Source: an optimization exercise on an open RTL-to-GDS flow (aim: small area, a short achievable clock period and few clock cycles). Production flows keep margins and buffers that such runs may drop.
RTL that was checked went through simulation tests only; none was proved equivalent to the original.
Only the layout flow was run in runs 4 and 5; the RTL was not checked for function there.
No activity file was given, so power comes from the tool's default toggle rates.

==> flow/design.v <==
module cfs_crc_byte (
    input  wire [31:0] c,
    input  wire [7:0]  b,
    output reg  [31:0] r
);
    integer i;
    always @* begin
        r = c ^ {b, 24'h000000};
        for (i = 0; i < 8; i = i + 1)
            r = r[31] ? ({r[30:0], 1'b0} ^ 32'h04C11DB7) : {r[30:0], 1'b0};
    end
endmodule
module cfs_frame_opc (
    input  wire [1:0] op,      
    input  wire [7:0] a,
    output reg  [7:0] opc
);
    always @* begin
        case (op)
            2'd1:    opc = 8'h00;    
            2'd2:    opc = 8'h01;    
            2'd3:    opc = 8'h02;    
            default: opc = a;        
        endcase
    end
endmodule
module cfs_payload (
    input  wire         clk,
    input  wire         clr,       
    input  wire [3:0]   phase_n,   
    input  wire         we,        
    input  wire [9:0]   wcnt,      
    input  wire [5:0]   hp1,       
    input  wire [5:0]   hm1,       
    input  wire [7:0]   wdata,
    output wire [255:0] row,       
    output wire [255:0] r0         
);
    reg [4095:0] ring;
    reg [127:0]  stg;
    reg [31:0]   en_q;
    wire [3:0] ptr   = wcnt[3:0];
    wire [5:0] h     = wcnt[9:4];
    wire       wrap  = we && (ptr == 4'd15);
    wire [4:0] ph    = {1'b0, phase_n};
    wire e_a = (h[5:1] == ph);
    wire e_b = (hp1[5:1] == ph);
    wire e_m = (hm1[5:1] == ph);
    wire cur_lo = wrap ? (e_b && !hp1[0]) : (e_a && !h[0]);
    wire cur_hi = wrap ? (e_b && hp1[0])  : (e_a && h[0]);
    wire prv_hi = wrap ? (e_a && h[0])    : (e_m && hm1[0]);
    reg [15:0] thr;     
    reg [31:0] en_n;
    integer k;
    always @* begin
        for (k = 0; k < 16; k = k + 1) begin
            thr[k]       = we ? (!wrap && k <= ptr) : (k < ptr);
            en_n[k]      = thr[k] ? cur_lo : cur_hi;
            en_n[16 + k] = thr[k] ? cur_hi : prv_hi;
        end
    end
    always @(posedge clk)
        en_q <= clr ? 32'h0 : en_n;
    wire [255:0] r15 = ring[4095:3840];
    genvar j;
    generate
        for (j = 0; j < 16; j = j + 1) begin : g_lane
            always @(posedge clk)
                if (we && wcnt[3:0] == j)
                    stg[8*j +: 8] <= wdata;
            assign row[8*j +: 8]     = en_q[j]      ? stg[8*j +: 8] : r15[8*j +: 8];
            assign row[128+8*j +: 8] = en_q[16 + j] ? stg[8*j +: 8] : r15[128+8*j +: 8];
        end
    endgenerate
    always @(posedge clk)
        ring <= {ring[3839:0], row};
    assign r0 = ring[255:0];
endmodule
module osi_cfs (
    input  wire         clk,
    input  wire         rst,
    input  wire         cmd_valid,
    output wire         cmd_ready,
    input  wire [43:0]  cmd_word,
    output reg          rsp_valid,
    output reg  [2:0]   rsp_code,
    output wire [255:0] rsp_data
);
    localparam [3:0] OP_NOP = 4'h0, OP_CRC_INIT = 4'h1, OP_CRC_BYTE = 4'h2, OP_CRC_READ = 4'h3,
                     OP_FRAME_RAW = 4'h4, OP_FRAME_QUIT = 4'h5, OP_FRAME_READ = 4'h6,
                     OP_FRAME_WRITE = 4'h7, OP_RX_START = 4'h8, OP_RX_BYTE = 4'h9,
                     OP_RX_STATUS = 4'hA, OP_PAY_READ = 4'hB, OP_SMP_COUNT = 4'hC,
                     OP_SMP_GET = 4'hD, OP_CFG_SETVPS = 4'hE, OP_CFG_GETVPS = 4'hF;
    localparam [2:0] E_OK = 3'd0, E_LENGTH = 3'd1, E_CHECKSUM = 3'd2, E_CONFIG = 3'd4,
                     E_NOT_ARMED = 3'd5;
    localparam [1:0] SD_IDLE = 2'd0, SD_RECEIVING = 2'd1, SD_DONE = 2'd2;
    localparam [3:0] PHASE_START = 4'd8;
    localparam [31:0] CRC_OPC_READ  = 32'h4AC9A203;
    localparam [31:0] CRC_OPC_WRITE = 32'h478A84DA;
    localparam [31:0] QUIT_CSUM     = 32'hB8EF4463;
    reg         cmdv_q;
    reg  [15:0] opd_q;      
    reg  [43:0] cmd_q;
    reg  [7:0]  a_q;        
    reg         ready_q;
    reg  [3:0]  wait_q;
    reg  [4:0]  bsel_q;     
    assign cmd_ready = ready_q;
    wire accept = cmd_valid & ready_q & ~rst;
    wire [7:0]  a  = cmd_q[39:32];
    wire [31:0] w  = cmd_q[31:0];
    reg [31:0] crc_q;
    reg [31:0] rxcrc_q;
    reg [31:0] rxsum_q;
    reg [9:0]  rxcnt_q;
    reg [9:0]  plen_q;      
    reg [1:0]  sdst_q;
    reg        valid_q;     
    reg [15:0] vps_q;
    reg        vps16_q;     
    reg        rxpay_q;     
    reg [3:0]  phase_q;     
    reg [3:0]  phase1_q;    
    reg [5:0]  hp1_q;       
    reg [5:0]  hm1_q;       
    reg        fstep0_q;    
    reg        pstep_q;     
    wire armed    = (sdst_q == SD_RECEIVING);
    wire sd_done  = (sdst_q == SD_DONE);
    wire read_err = (opd_q[OP_PAY_READ] && !valid_q) ||
                    (opd_q[OP_SMP_GET] && !(valid_q && vps16_q));
    wire pay_ok   = opd_q[OP_PAY_READ] && valid_q;
    wire pstep1   = pay_ok && wait_q == 4'd0 && !pstep_q;
    wire done     = cmdv_q && ((wait_q == 4'd0 && !pstep1) || read_err);
    wire [31:0] crc_step;
    cfs_crc_byte u_crc (.c(crc_q), .b(a_q), .r(crc_step));
    reg  [7:0]   fb_q;
    reg  [104:0] data_q;
    wire [7:0]   frame_opc;
    cfs_frame_opc u_fopc (.op(cmd_q[41:40]), .a(a), .opc(frame_opc));
    wire         frame_nz = opd_q[OP_FRAME_RAW] && a == 8'h00;    
    wire [31:0]  frame_n  = frame_nz ? 32'h0 : w;
    wire         fstep0   = fstep0_q;
    wire [31:0]  fr_init  = !cmd_q[41] ? 32'hFFFFFFFF :      
                            cmd_q[40]  ? CRC_OPC_WRITE : CRC_OPC_READ;
    wire [31:0]  fr_c     = fstep0 ? fr_init : ~data_q[71:40];
    wire [31:0]  fr_step;
    cfs_crc_byte u_fr (.c(fr_c), .b(fb_q), .r(fr_step));
    wire        rx_lead    = (rxcnt_q == 10'd0);
    wire        rx_last    = (rxcnt_q == 10'd516);
    wire [31:0] rxsum_new  = {rxsum_q[23:0], a_q};
    wire        verdict    = (~rxcrc_q == rxsum_new);
    wire [31:0] rx_step;
    cfs_crc_byte u_rxcrc (.c(rxcrc_q), .b(a_q), .r(rx_step));
    wire        do_rxstart = opd_q[OP_RX_START];
    wire        do_rxbyte  = opd_q[OP_RX_BYTE] && armed;
    wire        pay_we     = opd_q[OP_RX_BYTE] && rxpay_q;
    wire        clr_n   = rst || do_rxstart;
    wire [3:0]  phase_n = rst ? 4'd0 : do_rxstart ? PHASE_START : phase1_q;
    wire [255:0] row, r0;
    cfs_payload u_payload (
        .clk(clk), .clr(clr_n), .phase_n(phase1_q), .we(pay_we), .wcnt(plen_q),
        .hp1(hp1_q), .hm1(hm1_q),
        .wdata(a_q), .row(row), .r0(r0)
    );
    wire [9:0] plen_n = (rst || do_rxstart) ? 10'd0 :
                        (do_rxbyte && rxpay_q) ? plen_q + 10'd1 : plen_q;
    always @(posedge clk) begin
        phase_q  <= phase_n;
        phase1_q <= phase_n + 4'd1;
        hp1_q    <= plen_n[9:4] + 6'd1;
        hm1_q    <= plen_n[9:4] - 6'd1;
        if (rst) begin
            crc_q   <= 32'hFFFFFFFF;
            rxcrc_q <= 32'hFFFFFFFF;
            rxsum_q <= 32'h0;
            rxcnt_q <= 10'd0;
            plen_q  <= 10'd0;
            sdst_q  <= SD_IDLE;
            valid_q <= 1'b0;
            vps_q   <= 16'd16;
            vps16_q <= 1'b1;
            rxpay_q <= 1'b0;
        end else begin
            if (opd_q[OP_CRC_INIT]) crc_q <= 32'hFFFFFFFF;
            if (opd_q[OP_CRC_BYTE]) crc_q <= crc_step;
            if (do_rxstart) begin
                sdst_q  <= SD_RECEIVING;
                rxcnt_q <= 10'd0;
                plen_q  <= 10'd0;
                rxcrc_q <= 32'hFFFFFFFF;
                rxsum_q <= 32'h0;
                valid_q <= 1'b0;
                rxpay_q <= 1'b0;
            end
            if (do_rxbyte) begin
                if (rxpay_q) begin
                    rxcrc_q <= rx_step;
                    plen_q  <= plen_q + 10'd1;
                end
                rxpay_q <= rx_lead || (rxpay_q && plen_q != 10'd511);
                if (plen_q[9]) rxsum_q <= rxsum_new;
                rxcnt_q <= rxcnt_q + 10'd1;
                if (rx_last) begin
                    sdst_q  <= SD_DONE;
                    valid_q <= verdict;
                end
            end
            if (opd_q[OP_CFG_SETVPS]) begin
                vps_q   <= w[15:0];
                vps16_q <= (w[15:0] == 16'd16);
            end
        end
    end
    wire [3:0]  in_op    = cmd_word[43:40];
    wire        in_read  = (in_op == OP_PAY_READ) || (in_op == OP_SMP_GET);
    wire [3:0]  in_row   = (in_op == OP_SMP_GET) ? cmd_word[3:0] : cmd_word[8:5];
    wire [3:0]  in_dist  = in_row - phase1_q;
    wire [3:0]  in_wait  = (in_op == OP_FRAME_RAW) ? 4'd4 :
                           (in_op == OP_FRAME_READ || in_op == OP_FRAME_WRITE) ? 4'd3 :
                           in_read ? in_dist : 4'd0;
    reg [7:0] fb_next;
    always @* begin
        case (wait_q[2:0])
            3'd4:    fb_next = frame_n[7:0];
            3'd3:    fb_next = frame_n[15:8];
            3'd2:    fb_next = frame_n[23:16];
            default: fb_next = frame_n[31:24];
        endcase
    end
    always @(posedge clk) begin
        a_q <= cmd_word[39:32];
        if (accept) begin
            cmd_q  <= cmd_word;
            bsel_q <= cmd_word[4:0];
        end
        fb_q <= !accept ? fb_next : in_op[1] ? cmd_word[7:0] : cmd_word[39:32];
        if (rst) begin
            cmdv_q  <= 1'b0;
            opd_q   <= 16'h0;
            fstep0_q <= 1'b0;
            ready_q <= 1'b1;
            wait_q  <= 4'd0;
        end else if (accept) begin
            cmdv_q  <= 1'b1;
            opd_q   <= 16'h1 << in_op;
            fstep0_q <= (in_op == OP_FRAME_RAW || in_op == OP_FRAME_READ || in_op == OP_FRAME_WRITE);
            ready_q <= (in_wait == 4'd0) && (in_op != OP_PAY_READ);
            wait_q  <= in_wait;
            pstep_q <= 1'b0;
        end else begin
            cmdv_q  <= cmdv_q && !done;
            opd_q   <= done ? 16'h0 : opd_q;
            fstep0_q <= 1'b0;
            ready_q <= !cmdv_q || done || pstep1 || (wait_q == 4'd1 && !pay_ok);
            pstep_q <= pstep1;
            wait_q  <= (wait_q == 4'd0) ? 4'd0 : wait_q - 4'd1;
        end
    end
    reg [2:0]   code;
    reg [104:0] data;
    wire [63:0] pay_grp  = row[64*bsel_q[4:3] +: 64];
    wire [63:0] pay_held = data_q[71:8];
    wire [7:0]  pay_byte = pay_held[8*bsel_q[2:0] +: 8];
    wire        rd_len   = (opd_q[OP_PAY_READ] || (opd_q[OP_SMP_GET] && vps16_q)) && !sd_done;
    wire        rd_cks   = (opd_q[OP_PAY_READ] || (opd_q[OP_SMP_GET] && vps16_q)) && sd_done && !valid_q;
    wire        rd_cfg   = (opd_q[OP_SMP_COUNT] || opd_q[OP_SMP_GET]) && !vps16_q;
    always @* begin
        code = E_OK;
        if (rd_cfg) code = E_CONFIG;
        if (rd_len) code = E_LENGTH;
        if (rd_cks) code = E_CHECKSUM;
        if (opd_q[OP_RX_BYTE] && !armed) code = E_NOT_ARMED;
        data = 105'b0;
        if (opd_q[OP_CRC_READ]) data[31:0] = ~crc_q;
        if (opd_q[OP_FRAME_QUIT]) data[71:40] = QUIT_CSUM;
        if (opd_q[OP_FRAME_RAW] || opd_q[OP_FRAME_READ] || opd_q[OP_FRAME_WRITE])
            data[71:0] = {~fr_step, frame_n, frame_opc};
        if (opd_q[OP_RX_BYTE]) begin
            if (!armed) data[1:0] = sdst_q;
            else if (rx_last) data[1:0] = {verdict, 1'b1};
        end
        if (opd_q[OP_RX_STATUS]) begin
            data[31:0]  = rxsum_q;
            data[63:32] = ~rxcrc_q;
            data[73:64] = rxcnt_q;
            data[89:80] = plen_q;
            data[97:96] = sdst_q;
            data[104]   = valid_q;
        end
        if (rd_len) begin
            data[31:0]  = 32'd512;
            data[41:32] = plen_q;
        end
        if (rd_cks) begin
            data[31:0]  = rxsum_q;
            data[63:32] = ~rxcrc_q;
        end
        if (pay_ok) data[71:0] = pstep_q ? {64'h0, pay_byte} : {pay_grp, 8'h0};
        if (opd_q[OP_SMP_COUNT] && vps16_q) data[31:0] = 32'd16;
        if (rd_cfg || opd_q[OP_CFG_GETVPS]) data[15:0] = vps_q;
        if (opd_q[OP_SMP_GET] && vps16_q && valid_q) data = row[104:0];
    end
    always @(posedge clk) begin
        rsp_valid <= done && !rst;
        rsp_code  <= code;
        data_q    <= data;
    end
    assign rsp_data = {r0[255:105], data_q[104], r0[103:98], data_q[97:96], r0[95:90],
                       data_q[89:80], r0[79:74], data_q[73:0]};
endmodule
==> flow/flow/run.sh <==
#!/bin/bash
# Layout: the standard flow (standard.sh) unchanged, except that
#  - the port buffers ORFS inserts at placement are buf_8 cells instead of
#    the default delay-buffer cells, and
#  - clock tree synthesis inserts no dummy loads (same clustering settings as
#    config.mk's CTS_CLUSTER_SIZE / CTS_CLUSTER_DIAMETER).
# The full make output goes to flow_make.log.
set -euo pipefail
bash standard.sh "BUFFER_PORTS_ARGS=-buffer_cell sky130_fd_sc_hd__buf_8" \
  "CTS_ARGS=-sink_clustering_enable -repair_clock_nets -sink_clustering_size 24 -sink_clustering_max_diameter 80 -dont_use_dummy_load" \
  finish > flow_make.log 2>&1
==> flow/standard.sh <==
#!/bin/bash
# synth_recipe.tcl (not shown) runs the flow's synth.tcl, then flattens the netlist and writes it again
# the make line also repeats each setting of config.mk as NAME=value (left out here)
make -C /OpenROAD-flow-scripts/flow DESIGN_CONFIG=/design/flow/config.mk WORK_HOME=/design/flow/orfs CLKGATE_MAP_FILE= SYNTH_SCRIPT=/design/flow/synth_recipe.tcl "${@:-finish}"
==> flow/config.mk <==
export PLATFORM = sky130hd
export DESIGN_NAME = osi_cfs
export DESIGN_NICKNAME = osi_cfs
export VERILOG_FILES = /design/flow/design.v
export SDC_FILE = /design/flow/constraint.sdc
export NUM_CORES = 4
export LEC_CHECK = 0
export ABC_CLOCK_PERIOD_IN_PS = 2400
export CAP_MARGIN = 20
export CORE_MARGIN = 2
export CORE_UTILIZATION = 60
export CTS_CLUSTER_DIAMETER = 80
export CTS_CLUSTER_SIZE = 24
export PLACE_DENSITY = 0.75
export SETUP_SLACK_MARGIN = 2.6
export SLEW_MARGIN = 20
==> flow/constraint.sdc <==
create_clock -name core_clock -period 5.0 [get_ports {clk}]
set_input_delay 1.0000 -clock core_clock [delete_from_list [all_inputs] [get_ports {clk}]]
set_output_delay 1.0000 -clock core_clock [all_outputs]
set_load 0.01 [all_outputs]
==> flow_summary.ini, run 1 <==
[drt]
drtIter0Drc = 4441
ant_nets = 0
postRouteWirelength_mm = 269
drcViolationCount = 0
first_pass_iters = 5
vias = 50803
routedWlPerCell_um = 27.3
vias_per_cell = 5.15

[grt]
first_global_vias = 51174
grt_pass1_wl_mm = 374
track_usage_pct = 28.4
antenna_found_initial = 32
overflow = 0
grt_max_degree = 68

[setup_path]
endpoint_kind = flip-flop
endpoint = data_q[1]
path_class = reg -> reg
regToRegSetupSlack_ns = 2.54
cp-startpoint = opd_q[12]
worstReg2RegEnd = data_q[1]
rr_startpoint = opd_q[12]
path_max_fanout = 16
cp_data_arrival_time_ns = 3.12
r2r_cells = 5
crit_required_ns = 5.66
timing.critical_path.from_type = flip-flop

[min_path]
hold_class = reg -> reg

[pwr]
power_leakage_nw = 49.4
powerDensity_nw_per_um2 = 460
ir_drop_mv = 0.431

[cts]
cts-root-buf = clkbuf_16
numClockSinks = 4580
cts_tree = done
numCtsBuffers = 220
htree_levels = 4
clock_path_buffers = 3
clk_pin_slew_ns = 0.09
cts-hold-fix-buffers = 0
clock_latency_ns = 0.89

[timing]
layout_setup_ws_ns = 2.54
layout_worst_path_cycle_share_pct = 49.1
fin_tns_setup_ns = 0
hold_violations = 0
fmax_ghz = 0.407
clock_skew_ns = 0.125
setup_viol = 0
slew_viol_final = 0
max-slew-margin-rel_pct = 23.6
rsz0062_at_grt = yes
worstMarginPinSlew_ns = 1.14
finalCriticalPeriod_ns = 2.46

[placed_design]
dp_hpwl_mm = 180
io_buffers = 307
preCtsSetupSlack_ns = 1.44
place_congestion = 0.978

[yosys]
ys_warn_count = 4
syn_nets = 7065
ys_seq_elements = 4580
synth_edf_count = 171
ys_seq_area_share_pct = 84.1
ys_types = 84
syn_inst = 7005
syn_area_sq_um = 111000
ys.flop_type = dfxtp_1
syn_area_per_cell_sq_um = 15.9
ys_async_sr_fraction_pct = 0

[final_layout]
nNetsFinal = 7441
fillers = 11842
drive_gt1_share_pct = 20.6
syn_to_final_growth_pct = 13.2
final_util_pct = 68.5

[die]
die-area_sq_um = 189000
core_area_sq_um = 183000
std_cell_rows = 157
die_w_um = 434
die_h_um = 434
io_pins = 308
start_util_pct = 60.5

[job]
max_cap_violations = 0

[run_status]
outcome = timing/DRC/antenna clean
[metrics by stage]
step	area, sq um	std cells	total power (W)	hold slack [ns]
floorplan	111000	7005	0.0392	0.310
global placement	117000	9459	0.0401	0.309
detailed placement	117000	9461	0.0401	0.312
CTS	125000	9801	0.0580	0.212
global route	126000	9844	0.0595	0.207
finish	126000	9856	0.0579	0.222
[cell usage in the layout (no fill, tap or decap), drive strengths merged, types with 80 or more instances in the layout]
cell type	n
dfxtp	4409
buf	530
nor2	242
clkbuf	222
mux2	216
nand2	208
xnor2	195
edfxtp	171
a21oi	155
o21ai	132
mux2i	91
xor2	83
mux4	80
[cells in the mapped netlist, types with 13 or more instances]
cell type | number | area, sq um
xnor2_1 | 168 | 1470
nand2_1 | 207 | 777
clkbuf_1 | 176 | 661
mux2i_1 | 90 | 901
dfxtp_1 | 4409 | 88300
a311oi_1 | 42 | 368
o31ai_1 | 23 | 173
inv_1 | 78 | 293
o21ai_0 | 120 | 601
nand3_1 | 51 | 255
nor3b_1 | 35 | 263
and2_1 | 18 | 113
a221oi_1 | 15 | 131
a21oi_1 | 154 | 771
nand2b_1 | 16 | 100
nor4_1 | 13 | 81.3
o211ai_1 | 24 | 180
o22ai_1 | 22 | 138
o221ai_1 | 14 | 123
mux4_2 | 80 | 1800
buf_4 | 172 | 1290
xor2_1 | 77 | 674
edfxtp_1 | 171 | 5130
and3_1 | 18 | 113
xnor2_2 | 17 | 277
a211oi_1 | 15 | 113
nor2_1 | 240 | 901
a22oi_1 | 24 | 180
nand3b_1 | 35 | 263
nor3_1 | 71 | 355
buf_1 | 23 | 86.3
mux2_2 | 216 | 2430
[worst min-delay path by stage]
stage                            to  slack, ns            startpoint  depth (start not counted)
2_1_floorplan  u_payload.ring[1000]       0.31   u_payload.ring[744]                          0
3_3_place_gp   u_payload.ring[2655]       0.31  u_payload.ring[2399]                          0
3_5_place_dp   u_payload.ring[1042]       0.31   u_payload.ring[786]                          0
4_1_cts                   cmd_q[26]       0.21          cmd_word[26]                          1
5_1_grt        u_payload.ring[1085]       0.21   u_payload.ring[829]                          0
6_report       u_payload.ring[1085]       0.22   u_payload.ring[829]                          0
[cell type report]
class	instances	area [sq um]	area share, %
Timing Repair Buffer	533	6570	5.22
Clock buffer	220	5510	4.38
Sequential cell	4580	94100	74.9
Inverter	82	344	0.274
Antenna cell	13	32.5	0.0259
Timing Repair inverter	1	5.00	0.00398
Multi-Input combinational cell	1963	16100	12.8
Tap cell	2464	3080	2.45
[power breakdown]
part           internal [W]  switching [W]
Clock               0.00781         0.0105
Combinational       0.00116        0.00131
Sequential           0.0369       0.000286
[routing by layer]
| layer | vias up | share of wire, % | GRT usage (%) |
|---|---|---|---|
| met5 | - | 0.012 | 0 |
| met4 | 4 | 5.1 | 13.3 |
| met3 | 468 | 5.3 | 4.41 |
| met2 | 1608 | 47 | 45.6 |
| li1 | 23398 | - | - |
| met1 | 25325 | 43 | 38.0 |
[cell families after synthesis]
family / share of synthesized area (%)
adders and majority gates: 0.153
xor gates and xnor gates: 2.68
AOI/OAI and AO/OA: 3.08
DFF: 84.1
and+or+nand+nor: 3.14
muxes: 4.64
buffers and inverters: 2.18
[flip-flops by register name, indices dropped and copies added (netlist names), 5 cells and up]
signal          count
hp1_q               5
rxsum_q            32
cmd_q              42
vps_q              16
opd_q              15
u_payload.stg     128
hm1_q               6
u_payload.en_q     32
plen_q             10
a_q                 8
fb_q                8
u_payload.ring   4096
rxcrc_q            32
data_q             87
crc_q              32
rxcnt_q            10
[worst max-delay path, stage by stage (launching register included)]
cell      delay [ns]
dfxtp_1         0.40
o21ai_0         0.56
nand2b_4        0.30
nand3_1         0.25
o21ai_0         0.39
a31o_2          0.37
[timing repair]
item | in CTS | in global routing
setup buffers | 113 | 41
pin swaps | 20 | 23
gates cloned | 7 | 1
resized for setup | 514 | 75
setup endpoints to repair | 430 | 181
Testbench counts, summed over its fixed seeds: cycles 35,930.
==> run 2: changes to the inputs <==
==> flow/config.mk (replaced) <==
export PLATFORM = sky130hd
export DESIGN_NAME = osi_cfs
export DESIGN_NICKNAME = osi_cfs
export VERILOG_FILES = /design/flow/design.v
export SDC_FILE = /design/flow/constraint.sdc
export NUM_CORES = 4
export LEC_CHECK = 0
export ABC_CLOCK_PERIOD_IN_PS = 2200
export CAP_MARGIN = 20
export CORE_MARGIN = 2
export CORE_UTILIZATION = 60
export CTS_CLUSTER_DIAMETER = 80
export CTS_CLUSTER_SIZE = 24
export PLACE_DENSITY = 0.75
export SETUP_SLACK_MARGIN = 2.8
export SLEW_MARGIN = 20
==> flow_summary.ini, run 2 <==
[drt]
postRouteWirelength_mm = 270
ant_nets = 0
vias = 51526
drtIter0Drc = 4311
vias_per_cell = 5.17
drcViolationCount = 0
routedWlPerCell_um = 27.1
first_pass_iters = 6

[pwr]
power_leakage_nw = 50.4
powerDensity_nw_per_um2 = 455
ir_drop_mv = 0.406

[final_layout]
top_register = u_payload.ring
mostFrequentLayoutCell = dfxtp_1
drive_gt1_share_pct = 23.5
reg.largest.list = u_payload.ring (4096), u_payload.stg (128), data_q (87)
fillers = 11619
largest_register_ff_count = 4096
final_cell_mix = 4087 x dfxtp_1, 313 x buf_8, 278 x buf_4, 223 x clkbuf_16, 220 x nor2_1
syn_to_final_growth_pct = 15.2
nNetsFinal = 7547

[timing]
slew_viol_final = 0
finalCriticalPeriod_ns = 2.47
fmax_ghz = 0.404
rsz0062_at_grt = yes
worstMarginPinSlew_ns = 1.04
max-slew-margin-rel_pct = 29.8
setup_viol = 0
layout_setup_ws_ns = 2.53
layout_worst_path_cycle_share_pct = 49.5
fin_tns_setup_ns = 0
clock_skew_ns = 0.128
hold_violations = 0

[yosys]
ys_types = 84
synth_edf_count = 171
syn_inst = 7005
syn_area_per_cell_sq_um = 15.9
synth_area_leader_cell = dfxtp_1
ys_seq_elements = 4580
syn_nets = 7065
syn_area_sq_um = 111000
ys_seq_area_share_pct = 84.1
ys_async_sr_fraction_pct = 0
yosysTopAreaCellShare_pct = 79.5
ys_warn_count = 4
ys_top_cells_by_count = 4409 x dfxtp_1, 240 x nor2_1, 216 x mux2_2
synthTopCellsByArea = dfxtp_1 79%, edfxtp_1 4.6%, mux2_2 2.2%
ys.flop_type = dfxtp_1
yosysMostFrequentCell = dfxtp_1

[grt]
grt_pass1_wl_mm = 371
overflow = 0
antenna_found_initial = 48
grt_max_degree = 57
first_global_vias = 51281
track_usage_pct = 28.0

[cts]
htree_levels = 4
numCtsBuffers = 217
clock_path_buffers = 3
numClockSinks = 4580
clock_latency_ns = 0.89
cts_tree = done
cts-root-buf = clkbuf_16
clk_pin_slew_ns = 0.09

[setup_path]
crit_chain = buf_8
timing.critical_path.from_type = flip-flop
worst_path_max_delay_cell = dfxtp_4
endpoint_kind = output port
crit_buf_inv = 1
crit_required_ns = 4.00
path_class = reg -> out
cpPeakStageDelay_ns = 0.48
path_max_fanout = 2
crit_family = flip-flops
cp_data_arrival_time_ns = 1.47

[placed_design]
place_congestion = 0.965
dp_hpwl_mm = 177
preCtsSetupSlack_ns = 1.46
io_buffers = 307

[die]
io_pins = 308
core_area_sq_um = 183000
start_util_pct = 60.5
std_cell_rows = 157
die_w_um = 434
die_h_um = 434
die-area_sq_um = 189000

[run_status]
outcome = timing/DRC/antenna clean

[min_path]
hold_class = reg -> reg

[job]
max_cap_violations = 0
## run 2: cell counts after synthesis
No cell type changed its count.
## run 2: logic make-up (layout without fill, tap and decap cells)
| group | count (synthesis) | count (layout) | synth area share [%] |
|---|---|---|---|
| multiplexers | 387 | 387 | 4.64 |
| AO/OA/AOI/OAI | 530 | 530 | 3.08 |
| flip-flops | 4580 | 4580 | 84.1 |
| XOR/XNOR | 285 | 285 | 2.68 |
| adder cells (fa/ha/maj) | 13 | 13 | 0.153 |
| AND/OR/NAND/NOR | 743 | 747 | 3.14 |
| other | 0 | 14 | 0 |
| buffers and inverters | 467 | 943 | 2.18 |
## run 2: report_power, final
| part | internal, W | total [W] | switching, W |
|---|---|---|---|
| Sequential | 0.0368 | 0.0371 | 0.000274 |
| Clock | 0.00771 | 0.0182 | 0.0104 |
| Combinational | 0.00147 | 0.00296 | 0.00149 |
| Total | 0.0460 | 0.0582 | 0.0122 |
## run 2: per-layer routing
layer | track usage (%) | vias to the layer above | part of all wire (%)
met5 | 0 | - | 0.023
met4 | 14.2 | 8 | 6.0
met3 | 4.30 | 558 | 5.7
met2 | 45.0 | 1816 | 47
met1 | 37.2 | 25513 | 42
li1 | - | 23631 | -
## run 2: through the flow
stage / cells / utilization, % / total power, W / area, sq um / hold slack (ns)
2_1_floorplan: 7005 / - / 0.0392 / 111000 / 0.310
3_3_place_gp: 9448 / 63.9 / 0.0401 / 117000 / 0.310
3_5_place_dp: 9450 / 63.9 / 0.0401 / 117000 / 0.312
4_1_cts: 9869 / 68.9 / 0.0582 / 126000 / 0.225
5_1_grt: 9950 / 69.7 / 0.0598 / 128000 / 0.239
6_report: 9963 / 69.7 / 0.0582 / 128000 / 0.268
## run 2: cell type report
cell class                      instances  area [sq um]  share of cell area [%]
Multi-Input combinational cell       1962         17000                    13.3
Timing Repair Buffer                  643          7740                    6.05
Tap cell                             2464          3080                    2.41
Timing Repair inverter                  1          7.51                 0.00587
Sequential cell                      4580         94200                    73.7
Inverter                               82           344                   0.269
Clock buffer                          217          5430                    4.25
Antenna cell                           14          35.0                  0.0274
## run 2: worst paths after layout
kind / from / end / slack (ns) / cells after the start
setup reg to reg: rxcrc_q[29] / data_q[1] / 2.64 / 7
setup / recovery: data_q[61] / rsp_data[61] / 2.53 / 1
hold / removal: u_payload.ring[523] / u_payload.ring[779] / 0.27 / 0
hold reg to reg: u_payload.ring[523] / u_payload.ring[779] / 0.27 / 0
## run 2: what timing repair did
| action | in CTS | in global routing |
|---|---|---|
| setup endpoints to repair | 571 | 401 |
| hold buffers | 0 | 0 |
| pin swaps | 54 | 56 |
| setup buffers | 192 | 73 |
| hold endpoints to repair | 0 | 0 |
| gates resized for setup | 722 | 147 |
| gates cloned | 10 | 7 |
==> run 3: changes to the inputs <==
--- a/flow/flow/run.sh
+++ b/flow/flow/run.sh
@@ -7,5 +7,5 @@
 # The full make output goes to flow_make.log.
 set -euo pipefail
 bash standard.sh "BUFFER_PORTS_ARGS=-buffer_cell sky130_fd_sc_hd__buf_8" \
-  "CTS_ARGS=-sink_clustering_enable -repair_clock_nets -sink_clustering_size 24 -sink_clustering_max_diameter 80 -dont_use_dummy_load" \
+  "CTS_ARGS=-sink_clustering_enable -repair_clock_nets -sink_clustering_size 28 -sink_clustering_max_diameter 80 -dont_use_dummy_load" \
   finish > flow_make.log 2>&1
==> flow/config.mk (replaced) <==
export PLATFORM = sky130hd
export DESIGN_NAME = osi_cfs
export DESIGN_NICKNAME = osi_cfs
export VERILOG_FILES = /design/flow/design.v
export SDC_FILE = /design/flow/constraint.sdc
export NUM_CORES = 4
export LEC_CHECK = 0
export ABC_CLOCK_PERIOD_IN_PS = 2400
export CAP_MARGIN = 20
export CORE_MARGIN = 2
export CORE_UTILIZATION = 65
export CTS_CLUSTER_DIAMETER = 80
export CTS_CLUSTER_SIZE = 28
export PLACE_DENSITY = 0.8
export SETUP_SLACK_MARGIN = 2.6
export SLEW_MARGIN = 20
==> flow_summary.ini, run 3 <==
[run_status]
outcome = timing/DRC/antenna clean

[yosys]
yosysTopAreaCellShare_pct = 79.5
yosysMostFrequentCell = dfxtp_1
ys_top_cells_by_count = 4409 x dfxtp_1, 240 x nor2_1, 216 x mux2_2
syn_area_per_cell_sq_um = 15.9
synthTopCellsByArea = dfxtp_1 79%, edfxtp_1 4.6%, mux2_2 2.2%
ys_warn_count = 4
synth_edf_count = 171
ys_types = 84
syn_inst = 7005
ys_seq_elements = 4580
syn_nets = 7065
syn_area_sq_um = 111000
ys.flop_type = dfxtp_1
synth_area_leader_cell = dfxtp_1
ys_seq_area_share_pct = 84.1
ys_async_sr_fraction_pct = 0

[die]
die-area_sq_um = 174000
start_util_pct = 65.5
die_w_um = 417
die_h_um = 417
std_cell_rows = 151
io_pins = 308
core_area_sq_um = 169000

[pwr]
seq_power_share_pct = 65.5
power_leakage_nw = 48.9
p_int_w = 0.0448
combPwrFrac_pct = 4.1
ir_drop_mv = 0.501
switching_power_w = 0.0120
powerDensity_nw_per_um2 = 456
power.share.clock_pct = 30.4
swShare_pct = 21.1

[cts]
clock_path_buffers = 3
cts-root-buf = clkbuf_16
clk_pin_slew_ns = 0.10
clock_latency_ns = 0.88
cts_tree = done
cts-hold-fix-buffers = 0
numClockSinks = 4580
numCtsBuffers = 189
htree_levels = 4

[timing]
finalCriticalPeriod_ns = 2.46
fmax_ghz = 0.406
hold_violations = 0
clock_skew_ns = 0.133
slew_viol_final = 0
rsz0062_at_grt = yes
worstMarginPinSlew_ns = 1.05
fin_tns_setup_ns = 0
max-slew-margin-rel_pct = 29.6
layout_worst_path_cycle_share_pct = 49.3
setup_viol = 0

[final_layout]
multiInputGateArea_sq_um = 16100
drive_gt1_share_pct = 20.2
top_register = u_payload.ring
nNetsFinal = 7381
final_cells = 9550
largest_register_ff_count = 4096
final_util_pct = 73.4
final_cell_mix = 4103 x dfxtp_1, 312 x buf_8, 224 x nor2_1, 216 x mux2_2, 201 x nand2_1
mostFrequentLayoutCell = dfxtp_1
reg.largest.list = u_payload.ring (4096), u_payload.stg (128), data_q (87)
syn_to_final_growth_pct = 12.1
seqCellArea_sq_um = 94100
fillers = 9510

[grt]
overflow = 0
antenna_found_initial = 31
grt_max_degree = 68
first_global_vias = 52651
track_usage_pct = 32.1
grt_pass1_wl_mm = 391

[drt]
drcViolationCount = 0
ant_nets = 0
routedWlPerCell_um = 29.5
drtIter0Drc = 4768
postRouteWirelength_mm = 282
vias_per_cell = 5.39
vias = 51481
first_pass_iters = 5

[setup_path]
r2r_cells = 6
endpoint_kind = flip-flop
cp_data_arrival_time_ns = 3.15
worstReg2RegEnd = data_q[2]
path_class = reg -> reg
path_max_fanout = 17
crit_required_ns = 5.68
timing.critical_path.from_type = flip-flop
cpPeakStageDelay_ns = 0.55
worst_path_max_delay_cell = edfxtp_1
crit_chain = buf_6, mux4_2, mux2i_1, o32ai_1, a221oi_2, a21oi_1
regToRegSetupSlack_ns = 2.54
cp-startpoint = cmd_q[1]
rr_startpoint = cmd_q[1]

[placed_design]
place_congestion = 0.987
place_inst = 9204
io_buffers = 307
dp_hpwl_mm = 184

[min_path]
hold_class = reg -> reg
min_from = u_payload.ring[318]
worst_hold_path.num_cells = 0
holdPathEnd = u_payload.ring[574]

[job]
max_cap_violations = 0
[run 3: cell counts after synthesis]
No cell type changed its count.
[run 3: timing repair]
action | in CTS | in global routing
gates cloned | 4 | 1
pin swaps | 20 | 19
buffers inserted | 112 | 27
endpoints found under the setup margin | 413 | 240
resized for setup | 523 | 97
[run 3: cell type report]
class                           count  area share (%)
Multi-Input combinational cell   1961            12.9
Clock buffer                      189            3.80
Tap cell                         2218            2.23
Inverter                           82           0.272
Sequential cell                  4580            75.7
Timing Repair Buffer              506            5.08
Timing Repair inverter              1         0.00402
Antenna cell                       13          0.0261
[run 3: worst max-delay path by stage]
stage	endpoint
floorplan	ready_q
global placement	u_payload.en_q[0]
detailed placement	u_payload.en_q[13]
CTS	u_payload.stg[69]
global route	data_q[1]
finish	data_q[2]
[run 3: kinds of logic (layout without fill, tap and decap cells)]
family,Yosys count,in the layout,synth area share (%)
buf+inv,467,778,2.18
flops,4580,4580,84.1
compound gates,530,530,3.08
xor+xnor,285,285,2.68
simple gates,743,746,3.14
fa+ha+maj,13,13,0.153
other cells,0,13,0
mux,387,387,4.64
[run 3: metal layers]
| metal | global-route usage (%) | wire [um] | vias up |
|---|---|---|---|
| met2 | 53.8 | 138000 | 1901 |
| met1 | 40.8 | 113000 | 25703 |
| met3 | 5.26 | 15400 | 585 |
| li1 | - | - | 23282 |
| met5 | 0 | 59 | - |
| met4 | 15.4 | 15600 | 10 |
[run 3: stage by stage]
stage                     hold slack (ns)  total power, W  setup WS (ns)  instance area (sq um)
after floorplan                     0.310          0.0392           2.12                 111000
after global placement              0.310          0.0401           1.09                 117000
after detailed placement            0.312          0.0400           1.36                 117000
after CTS                           0.232          0.0567           2.42                 124000
after global routing                0.236          0.0582           2.50                 124000
final                               0.264          0.0567           2.54                 124000
[run 3: critical path, delay by kind of cell, from the launching register on]
| family | cells | cell delay (ns) |
|---|---|---|
| AOI/OAI and AO/OA | 3 | 0.72 |
| buffers and inverters | 1 | 0.33 |
| DFF | 1 | 0.55 |
| muxes | 2 | 0.73 |
[run 3: power by group through the flow]
stage / clock network, W / registers, W / logic (W)
6_report: 0.0172 / 0.0372 / 0.00234
5_1_grt: 0.0186 / 0.0372 / 0.00243
4_1_cts: 0.0174 / 0.0372 / 0.00216
3_5_place_dp: 0 / 0.0381 / 0.00197
3_3_place_gp: 0 / 0.0381 / 0.00200
2_1_floorplan: 0 / 0.0379 / 0.00131
==> run 4: changes to the inputs <==
--- a/flow/design.v
+++ b/flow/design.v
@@ -33,8 +33,8 @@
     input  wire [5:0]   hp1,       
     input  wire [5:0]   hm1,       
     input  wire [7:0]   wdata,
-    output wire [255:0] row,       
-    output wire [255:0] r0         
+    output wire [255:0] r0,        
+    output wire [255:0] r1         
 );
     reg [4095:0] ring;
     reg [127:0]  stg;
@@ -62,6 +62,7 @@
     always @(posedge clk)
         en_q <= clr ? 32'h0 : en_n;
     wire [255:0] r15 = ring[4095:3840];
+    wire [255:0] row;
     genvar j;
     generate
         for (j = 0; j < 16; j = j + 1) begin : g_lane
@@ -75,6 +76,7 @@
     always @(posedge clk)
         ring <= {ring[3839:0], row};
     assign r0 = ring[255:0];
+    assign r1 = ring[511:256];
 endmodule
 module osi_cfs (
     input  wire         clk,
@@ -94,7 +96,7 @@
     localparam [2:0] E_OK = 3'd0, E_LENGTH = 3'd1, E_CHECKSUM = 3'd2, E_CONFIG = 3'd4,
                      E_NOT_ARMED = 3'd5;
     localparam [1:0] SD_IDLE = 2'd0, SD_RECEIVING = 2'd1, SD_DONE = 2'd2;
-    localparam [3:0] PHASE_START = 4'd8;
+    localparam [3:0] PHASE_START = 4'd9;
     localparam [31:0] CRC_OPC_READ  = 32'h4AC9A203;
     localparam [31:0] CRC_OPC_WRITE = 32'h478A84DA;
     localparam [31:0] QUIT_CSUM     = 32'hB8EF4463;
@@ -124,14 +126,11 @@
     reg [5:0]  hp1_q;       
     reg [5:0]  hm1_q;       
     reg        fstep0_q;    
-    reg        pstep_q;     
     wire armed    = (sdst_q == SD_RECEIVING);
     wire sd_done  = (sdst_q == SD_DONE);
     wire read_err = (opd_q[OP_PAY_READ] && !valid_q) ||
                     (opd_q[OP_SMP_GET] && !(valid_q && vps16_q));
-    wire pay_ok   = opd_q[OP_PAY_READ] && valid_q;
-    wire pstep1   = pay_ok && wait_q == 4'd0 && !pstep_q;
-    wire done     = cmdv_q && ((wait_q == 4'd0 && !pstep1) || read_err);
+    wire done     = cmdv_q && (wait_q == 4'd0 || read_err);
     wire [31:0] crc_step;
     cfs_crc_byte u_crc (.c(crc_q), .b(a_q), .r(crc_step));
     reg  [7:0]   fb_q;
@@ -157,11 +156,11 @@
     wire        pay_we     = opd_q[OP_RX_BYTE] && rxpay_q;
     wire        clr_n   = rst || do_rxstart;
     wire [3:0]  phase_n = rst ? 4'd0 : do_rxstart ? PHASE_START : phase1_q;
-    wire [255:0] row, r0;
+    wire [255:0] r0, r1;
     cfs_payload u_payload (
         .clk(clk), .clr(clr_n), .phase_n(phase1_q), .we(pay_we), .wcnt(plen_q),
         .hp1(hp1_q), .hm1(hm1_q),
-        .wdata(a_q), .row(row), .r0(r0)
+        .wdata(a_q), .r0(r0), .r1(r1)
     );
     wire [9:0] plen_n = (rst || do_rxstart) ? 10'd0 :
                         (do_rxbyte && rxpay_q) ? plen_q + 10'd1 : plen_q;
@@ -213,12 +212,11 @@
         end
     end
     wire [3:0]  in_op    = cmd_word[43:40];
-    wire        in_read  = (in_op == OP_PAY_READ) || (in_op == OP_SMP_GET);
     wire [3:0]  in_row   = (in_op == OP_SMP_GET) ? cmd_word[3:0] : cmd_word[8:5];
-    wire [3:0]  in_dist  = in_row - phase1_q;
+    wire [3:0]  in_dist  = in_row - phase_q;
     wire [3:0]  in_wait  = (in_op == OP_FRAME_RAW) ? 4'd4 :
                            (in_op == OP_FRAME_READ || in_op == OP_FRAME_WRITE) ? 4'd3 :
-                           in_read ? in_dist : 4'd0;
+                           (in_op == OP_PAY_READ || in_op == OP_SMP_GET) ? in_dist : 4'd0;
     reg [7:0] fb_next;
     always @* begin
         case (wait_q[2:0])
@@ -245,23 +243,19 @@
             cmdv_q  <= 1'b1;
             opd_q   <= 16'h1 << in_op;
             fstep0_q <= (in_op == OP_FRAME_RAW || in_op == OP_FRAME_READ || in_op == OP_FRAME_WRITE);
-            ready_q <= (in_wait == 4'd0) && (in_op != OP_PAY_READ);
+            ready_q <= (in_wait == 4'd0);
             wait_q  <= in_wait;
-            pstep_q <= 1'b0;
         end else begin
             cmdv_q  <= cmdv_q && !done;
             opd_q   <= done ? 16'h0 : opd_q;
             fstep0_q <= 1'b0;
-            ready_q <= !cmdv_q || done || pstep1 || (wait_q == 4'd1 && !pay_ok);
-            pstep_q <= pstep1;
+            ready_q <= !cmdv_q || done || wait_q == 4'd1;
             wait_q  <= (wait_q == 4'd0) ? 4'd0 : wait_q - 4'd1;
         end
     end
     reg [2:0]   code;
     reg [104:0] data;
-    wire [63:0] pay_grp  = row[64*bsel_q[4:3] +: 64];
-    wire [63:0] pay_held = data_q[71:8];
-    wire [7:0]  pay_byte = pay_held[8*bsel_q[2:0] +: 8];
+    wire [7:0]  pay_byte = r0[8*bsel_q +: 8];
     wire        rd_len   = (opd_q[OP_PAY_READ] || (opd_q[OP_SMP_GET] && vps16_q)) && !sd_done;
     wire        rd_cks   = (opd_q[OP_PAY_READ] || (opd_q[OP_SMP_GET] && vps16_q)) && sd_done && !valid_q;
     wire        rd_cfg   = (opd_q[OP_SMP_COUNT] || opd_q[OP_SMP_GET]) && !vps16_q;
@@ -296,16 +290,16 @@
             data[31:0]  = rxsum_q;
             data[63:32] = ~rxcrc_q;
         end
-        if (pay_ok) data[71:0] = pstep_q ? {64'h0, pay_byte} : {pay_grp, 8'h0};
+        if (opd_q[OP_PAY_READ] && valid_q) data[7:0] = pay_byte;
         if (opd_q[OP_SMP_COUNT] && vps16_q) data[31:0] = 32'd16;
         if (rd_cfg || opd_q[OP_CFG_GETVPS]) data[15:0] = vps_q;
-        if (opd_q[OP_SMP_GET] && vps16_q && valid_q) data = row[104:0];
+        if (opd_q[OP_SMP_GET] && vps16_q && valid_q) data = r0[104:0];
     end
     always @(posedge clk) begin
         rsp_valid <= done && !rst;
         rsp_code  <= code;
         data_q    <= data;
     end
-    assign rsp_data = {r0[255:105], data_q[104], r0[103:98], data_q[97:96], r0[95:90],
-                       data_q[89:80], r0[79:74], data_q[73:0]};
+    assign rsp_data = {r1[255:105], data_q[104], r1[103:98], data_q[97:96], r1[95:90],
+                       data_q[89:80], r1[79:74], data_q[73:0]};
 endmodule
==> flow/run.sh (new file) <==
#!/bin/bash
# synth_recipe.tcl (not shown) runs the flow's synth.tcl, then flattens the netlist and writes it again
# the make line also repeats each setting of config.mk as NAME=value (left out here)
make -C /OpenROAD-flow-scripts/flow DESIGN_CONFIG=/design/flow/config.mk WORK_HOME=/design/flow/orfs CLKGATE_MAP_FILE= SYNTH_SCRIPT=/design/flow/synth_recipe.tcl finish
--- a/flow/config.mk
+++ b/flow/config.mk
@@ -8,9 +8,9 @@
 export ABC_CLOCK_PERIOD_IN_PS = 2400
 export CAP_MARGIN = 20
 export CORE_MARGIN = 2
-export CORE_UTILIZATION = 65
+export CORE_UTILIZATION = 60
 export CTS_CLUSTER_DIAMETER = 80
-export CTS_CLUSTER_SIZE = 28
-export PLACE_DENSITY = 0.8
+export CTS_CLUSTER_SIZE = 24
+export PLACE_DENSITY = 0.75
 export SETUP_SLACK_MARGIN = 2.6
 export SLEW_MARGIN = 20
removed: flow/flow/run.sh
removed: flow/standard.sh
==> flow_summary.ini, run 4 <==
[run_status]
outcome = timing/DRC/antenna clean

[job]
max_cap_violations = 0

[pwr]
ir_drop_mv = 0.368
total_power_w = 0.0583
powerDensity_nw_per_um2 = 470
power_leakage_nw = 48.6

[timing]
slew_viol_final = 0
worstMarginPinSlew_ns = 1.27
fin_tns_setup_ns = 0
finalCriticalPeriod_ns = 3.35
hold_violations = 0
setup_viol = 0
layout_worst_path_cycle_share_pct = 67.0
rsz0062_at_grt = yes
fmax_ghz = 0.298
clock_skew_ns = 0.0562
layout_setup_ws_ns = 1.65
max-slew-margin-rel_pct = 15.1

[final_layout]
final_cell_mix = 4137 x dfxtp_1, 259 x mux2_2, 257 x buf_6, 224 x nand2_1, 221 x nor2_1
drive_gt1_share_pct = 19.7
top_register = u_payload.ring
multiInputGateArea_sq_um = 15500
syn_to_final_growth_pct = 12.6
mostFrequentLayoutCell = dfxtp_1
nNetsFinal = 7325
largest_register_ff_count = 4096
reg.largest.list = u_payload.ring (4096), u_payload.stg (128), data_q (87)
seqCellArea_sq_um = 94000
fillers = 11667

[yosys]
ys_top_cells_by_count = 4413 x dfxtp_1, 260 x mux2_2, 233 x nor2_1
synth.area.mux_share_pct = 4.79
ys_seq_area_share_pct = 84.9
synthAdderAreaFrac_pct = 0.155
syn_area_per_cell_sq_um = 15.9
synth_simple_gate_area_share_pct = 3.16
ys_seq_elements = 4583
yosysTopAreaCellShare_pct = 80.2
ys_async_sr_fraction_pct = 0
synthTopCellsByArea = dfxtp_1 80%, edfxtp_1 4.6%, mux2_2 2.7%
synth-xor-area-share_pct = 2.40
synth_top_family_by_area = multiplexers
ys.flop_type = dfxtp_1
synth-compound-area-share_pct = 2.64
ys_warn_count = 4
synth_edf_count = 170
syn_inst = 6926
syn_nets = 6986
synth_area_leader_cell = dfxtp_1
syn_area_sq_um = 110000
yosysMostFrequentCell = dfxtp_1
ys_types = 79

[min_path]
holdPathEnd = u_payload.ring[3152]
min_from = u_payload.ring[2896]
hold_class = reg -> reg
worst_hold_path.num_cells = 0

[setup_path]
r2r_cells = 6
crit_family = compound AO/OA/AOI/OAI gates
cp_data_arrival_time_ns = 4.10
timing.critical_path.from_type = flip-flop
path_common_cell = mux4_2
crit_required_ns = 5.75
path_max_fanout = 10
regToRegSetupSlack_ns = 1.65
crit_buf_inv = 1
worst_path_max_delay_cell = o211ai_1
cpPeakStageDelay_ns = 0.76
endpoint_kind = flip-flop
crit_chain = buf_12, mux4_2, mux4_2, o211ai_1, o22ai_1, a221o_1
path_class = reg -> reg
worstReg2RegEnd = data_q[6]
rr_startpoint = cmd_q[0]

[placed_design]
io_buffers = 307
dp_hpwl_mm = 163
place_congestion = 0.961
preCtsSetupSlack_ns = 1.22

[die]
die_h_um = 432
die_w_um = 432
start_util_pct = 60.3
die-area_sq_um = 187000
core_area_sq_um = 183000
io_pins = 308
std_cell_rows = 157

[grt]
first_global_vias = 49008
antenna_found_initial = 47
track_usage_pct = 26.0
overflow = 0
grt_pass1_wl_mm = 344
grt_max_degree = 85

[cts]
numCtsBuffers = 216
cts_tree = done
clock_path_buffers = 3
numClockSinks = 4583
clk_pin_slew_ns = 0.09
clock_latency_ns = 0.92
cts-hold-fix-buffers = 0
cts-root-buf = clkbuf_16
htree_levels = 4

[drt]
vias_per_cell = 5.07
first_pass_iters = 7
ant_nets = 0
drcViolationCount = 0
vias = 49608
drtIter0Drc = 4653
postRouteWirelength_mm = 247
routedWlPerCell_um = 25.3
[run 4: cell count changes after synthesis, sizes merged, moves of 18 or more]
cell / change
a311oi: -41
inv: -44
mux2: +45
mux2i: -25
nand2: +19
nor3b: -32
o21ai: +30
o22ai: -18
or2: +25
[run 4: per-stage QoR]
step	util [%]	cell area (sq um)	cells	hold slack, ns
floorplan	-	110000	6926	0.310
global placement	62.8	115000	9305	0.309
detailed placement	62.8	115000	9306	0.312
CTS	67.4	123000	9726	0.300
global route	67.9	124000	9766	0.310
finish	67.9	124000	9780	0.301
[run 4: worst max path at each step]
stage,start,endpoint,slack [ns],depth (start not counted)
global route,cmd_q[0],data_q[6],1.71,6
finish,cmd_q[0],data_q[6],1.65,6
floorplan,cmd_word[41],wait_q[1],2.10,7
CTS,cmd_q[0],data_q[6],1.70,6
detailed placement,cmd_word[41],wait_q[1],1.22,8
global placement,cmd_word[41],wait_q[3],1.20,11
[run 4: layout make-up]
cell class / count / area share (%)
Clock inverter: 30 / 0.396
Timing Repair Buffer: 494 / 4.06
Inverter: 36 / 0.112
Sequential cell: 4583 / 75.8
Multi-Input combinational cell: 1934 / 12.5
Antenna cell: 20 / 0.0404
Clock buffer: 298 / 4.66
Tap cell: 2385 / 2.41
[run 4: layer usage]
metal | track usage [%] | vias to the layer above | share of wire, %
met1 | 35.4 | 24504 | 43
met2 | 40.6 | 1550 | 45
li1 | - | 23054 | -
met4 | 12.9 | 6 | 5.6
met3 | 4.45 | 494 | 5.6
met5 | 0 | - | 0.012
[run 4: timing repair]
item / CTS / global route
gates resized for setup: 1782 / 105
setup endpoints to repair: 461 / 313
pin swaps: 27 / 32
setup buffers: 86 / 30
gates cloned: 6 / 4
[run 4: cell families (layout without fill, tap and decap cells)]
family | after synthesis | after routing
flops | 4583 | 4583
simple gates | 750 | 753
compound gates | 480 | 480
buf+inv | 412 | 858
mux | 401 | 401
xor+xnor | 287 | 287
fa+ha+maj | 13 | 13
other cells | 0 | 20
[run 4: worst reg2reg max path: cells and delay by family (launching register included)]
family,cells,cell delay [ns]
AOI/OAI and AO/OA,3,1.31
muxes,2,1.29
DFF,1,0.42
buffers and inverters,1,0.19
[run 4: power by group]
| part | internal [W] | switching (W) |
|---|---|---|
| Clock | 0.00824 | 0.0110 |
| Sequential | 0.0368 | 0.000246 |
| Combinational | 0.000953 | 0.00107 |
| Total | 0.0460 | 0.0123 |
==> run 5: changes to the inputs <==
==> flow/flow/run.sh (new file) <==
#!/bin/bash
# Layout: the standard flow (standard.sh) unchanged, except that the
# port buffers ORFS inserts at placement are buf_8 cells instead of the
# default delay-buffer cells. The full make output goes to flow_make.log.
set -euo pipefail
bash standard.sh "BUFFER_PORTS_ARGS=-buffer_cell sky130_fd_sc_hd__buf_8" finish > flow_make.log 2>&1
==> flow/standard.sh (new file) <==
#!/bin/bash
# synth_recipe.tcl (not shown) runs the flow's synth.tcl, then flattens the netlist and writes it again
# the make line also repeats each setting of config.mk as NAME=value (left out here)
make -C /OpenROAD-flow-scripts/flow DESIGN_CONFIG=/design/flow/config.mk WORK_HOME=/design/flow/orfs CLKGATE_MAP_FILE= SYNTH_SCRIPT=/design/flow/synth_recipe.tcl "${@:-finish}"
removed: flow/run.sh
==> flow_summary.ini, run 5 <==
[min_path]
hold_class = in -> reg

[final_layout]
fillers = 11620
largest_register_ff_count = 4096
nNetsFinal = 7308
final_cell_mix = 4135 x dfxtp_1, 307 x buf_8, 260 x mux2_2, 225 x nand2_1, 222 x nor2_1
syn_to_final_growth_pct = 13.6
mostFrequentLayoutCell = dfxtp_1
drive_gt1_share_pct = 20.0
reg.largest.list = u_payload.ring (4096), u_payload.stg (128), data_q (87)
top_register = u_payload.ring

[grt]
grt_max_degree = 89
antenna_found_initial = 34
overflow = 0
track_usage_pct = 26.9
first_global_vias = 49336
grt_pass1_wl_mm = 354

[pwr]
p_int_w = 0.0460
powerDensity_nw_per_um2 = 467
power.share.clock_pct = 33.2
swShare_pct = 21.3
power_leakage_nw = 48.9
seq_power_share_pct = 63.3
switching_power_w = 0.0125
combPwrFrac_pct = 3.4
ir_drop_mv = 0.362
total_power_w = 0.0585

[setup_path]
path_max_fanout = 5
worst-path-stages = 7
endpoint = data_q[2]
crit_chain = buf_6, buf_12, mux4_2, mux4_2, o211ai_1, o22ai_1, a221o_1
cp_data_arrival_time_ns = 3.73
path_common_cell = mux4_2
r2r_cells = 7
crit_family = multiplexers
timing.critical_path.from_type = flip-flop
endpoint_kind = flip-flop
cp-startpoint = cmd_q[0]
path_class = reg -> reg
crit_required_ns = 5.76
cpPeakStageDelay_ns = 0.61
rr_startpoint = cmd_q[0]
worstReg2RegEnd = data_q[2]
regToRegSetupSlack_ns = 2.04
crit_buf_inv = 2
worst_path_max_delay_cell = mux4_2

[drt]
postRouteWirelength_mm = 254
routedWlPerCell_um = 26.1
drtIter0Drc = 4788
vias = 49696
ant_nets = 0
vias_per_cell = 5.10
drcViolationCount = 0
first_pass_iters = 6

[cts]
clk_pin_slew_ns = 0.10
numClockSinks = 4583
cts-root-buf = clkbuf_16
clock_path_buffers = 3
cts_tree = done
numCtsBuffers = 217
cts-hold-fix-buffers = 0
htree_levels = 4
clock_latency_ns = 0.92

[yosys]
ys_top_cells_by_count = 4413 x dfxtp_1, 260 x mux2_2, 233 x nor2_1
ys_seq_elements = 4583
synthTopCellsByArea = dfxtp_1 80%, edfxtp_1 4.6%, mux2_2 2.7%
synth_edf_count = 170
syn_area_per_cell_sq_um = 15.9
ys_warn_count = 4
yosysTopAreaCellShare_pct = 80.2
yosysMostFrequentCell = dfxtp_1
syn_inst = 6926
ys_async_sr_fraction_pct = 0
synth_area_leader_cell = dfxtp_1
ys.flop_type = dfxtp_1
ys_seq_area_share_pct = 84.9
syn_nets = 6986
ys_types = 79
syn_area_sq_um = 110000

[placed_design]
dp_hpwl_mm = 169
preCtsSetupSlack_ns = 1.29
io_buffers = 307
place_congestion = 0.972

[timing]
hold_violations = 0
layout_setup_ws_ns = 2.04
layout_worst_path_cycle_share_pct = 59.3
fmax_ghz = 0.337
setup_viol = 0
finalCriticalPeriod_ns = 2.96
worstMarginPinSlew_ns = 1.19
rsz0062_at_grt = yes
fin_tns_setup_ns = 0
holdWs_ns = 0.215
max-slew-margin-rel_pct = 20.3
clock_skew_ns = 0.0634
slew_viol_final = 0

[die]
io_pins = 308
start_util_pct = 60.3
die_w_um = 432
std_cell_rows = 157
die_h_um = 432
core_area_sq_um = 183000
die-area_sq_um = 187000

[job]
max_cap_violations = 0

[run_status]
outcome = timing/DRC/antenna clean
[run 5: cell counts after synthesis]
No cell type changed its count.
[run 5: worst register-to-register path, delay by kind of cell (launching register included)]
kind	cells	cell delay (ns)
flip-flops	1	0.40
multiplexers	2	1.13
buffers and inverters	2	0.36
AO/OA/AOI/OAI	3	0.92
[run 5: kinds of logic after synthesis]
group / count (synthesis) / share of synthesized area (%)
muxes: 401 / 4.79
adders and majority gates: 13 / 0.155
DFF: 4583 / 84.9
buffers and inverters: 412 / 2.00
AOI/OAI and AO/OA: 480 / 2.64
and+or+nand+nor: 750 / 3.16
xor gates and xnor gates: 287 / 2.40
[run 5: per-stage QoR]
step | util (%) | instances | cell area, sq um
after floorplan | - | 6926 | 110000
after global placement | 63.6 | 9302 | 116000
after detailed placement | 63.6 | 9302 | 116000
after CTS | 68.2 | 9714 | 125000
after global routing | 68.5 | 9740 | 125000
final | 68.5 | 9751 | 125000
[run 5: cell type report]
cell class	count	area [sq um]	share of cell area (%)
repair buffers	475	6120	4.89
clock buffers	288	5750	4.60
clock inverters	33	617	0.493
well taps	2385	2980	2.39
inverters	36	143	0.114
flip-flops and latches	4583	94100	75.3
multi-input cells	1934	15300	12.2
diodes	16	40.0	0.0320
repair inverters	1	7.51	0.00600
[run 5: worst min-delay path by stage]
| stage | end | slack [ns] | cells past startpoint | startpoint |
|---|---|---|---|---|
| floorplan | u_payload.ring[1000] | 0.31 | 0 | u_payload.ring[744] |
| global placement | u_payload.ring[2937] | 0.31 | 0 | u_payload.ring[2681] |
| detailed placement | u_payload.ring[2462] | 0.31 | 0 | u_payload.ring[2206] |
| CTS | a_q[5] | 0.15 | 1 | cmd_word[37] |
| global route | a_q[5] | 0.16 | 1 | cmd_word[37] |
| finish | a_q[5] | 0.21 | 1 | cmd_word[37] |
[run 5: routing by layer]
layer	global-route usage, %	part of all wire, %
met5	0	0
met3	4.29	5.8
met1	36.7	43
met4	12.6	4.9
met2	42.7	46
[run 5: power by group through the flow]
stage                     logic [W]  clock network [W]  registers, W
final                       0.00199             0.0194        0.0370
after global routing        0.00209             0.0210        0.0371
after CTS                   0.00191             0.0197        0.0370
after detailed placement    0.00171                  0        0.0380
after global placement      0.00171                  0        0.0380
after floorplan             0.00112                  0        0.0378
[run 5: what timing repair did]
item | CTS | global route
buffers inserted | 85 | 20
resized for setup | 464 | 83
cloned | 6 | 1
pin swaps | 14 | 15
endpoints found under the setup margin | 449 | 358

==> what the ideal ports hide <==
Ports are ideal in the flow. The routed layouts listed here were re-timed in OpenROAD. Step 1 assumes that a clkbuf_16 drives the clock port and a buf_2 every other input. Step 2 adds t to the input delays and takes it off the output delays; t is the mean of the earliest and latest rising clock arrival at the registers after step 1. Input paths then give back, and output paths get back, about the clock's delay inside the block. Slacks: ideal / step 1 / step 2; pairs: ideal / step 1.
| run | t, ns | setup WS [ns] | worst setup path after step 2 | latest minus earliest clock arrival (ns) |
|---|---|---|---|---|
| run 1 | 0.916 | 2.545 / 2.497 / 1.905 | input to register | 0.128 / 0.128 |
| run 2 | 0.917 | 2.526 / 2.436 / 1.812 | input to register | 0.132 / 0.133 |
| run 3 | 0.904 | 2.535 / 2.523 / 1.759 | input to register | 0.140 / 0.139 |
| run 4 | 0.980 | 1.649 / 1.649 / 1.649 | register to register | 0.057 / 0.057 |
| run 5 | 0.972 | 2.037 / 2.037 / 1.747 | input to register | 0.071 / 0.072 |
After both steps setup and hold are still met in every run listed. The setup slack of run 3, which loses most, moves by -0.012 ns with the drivers and by -0.776 ns with both steps.
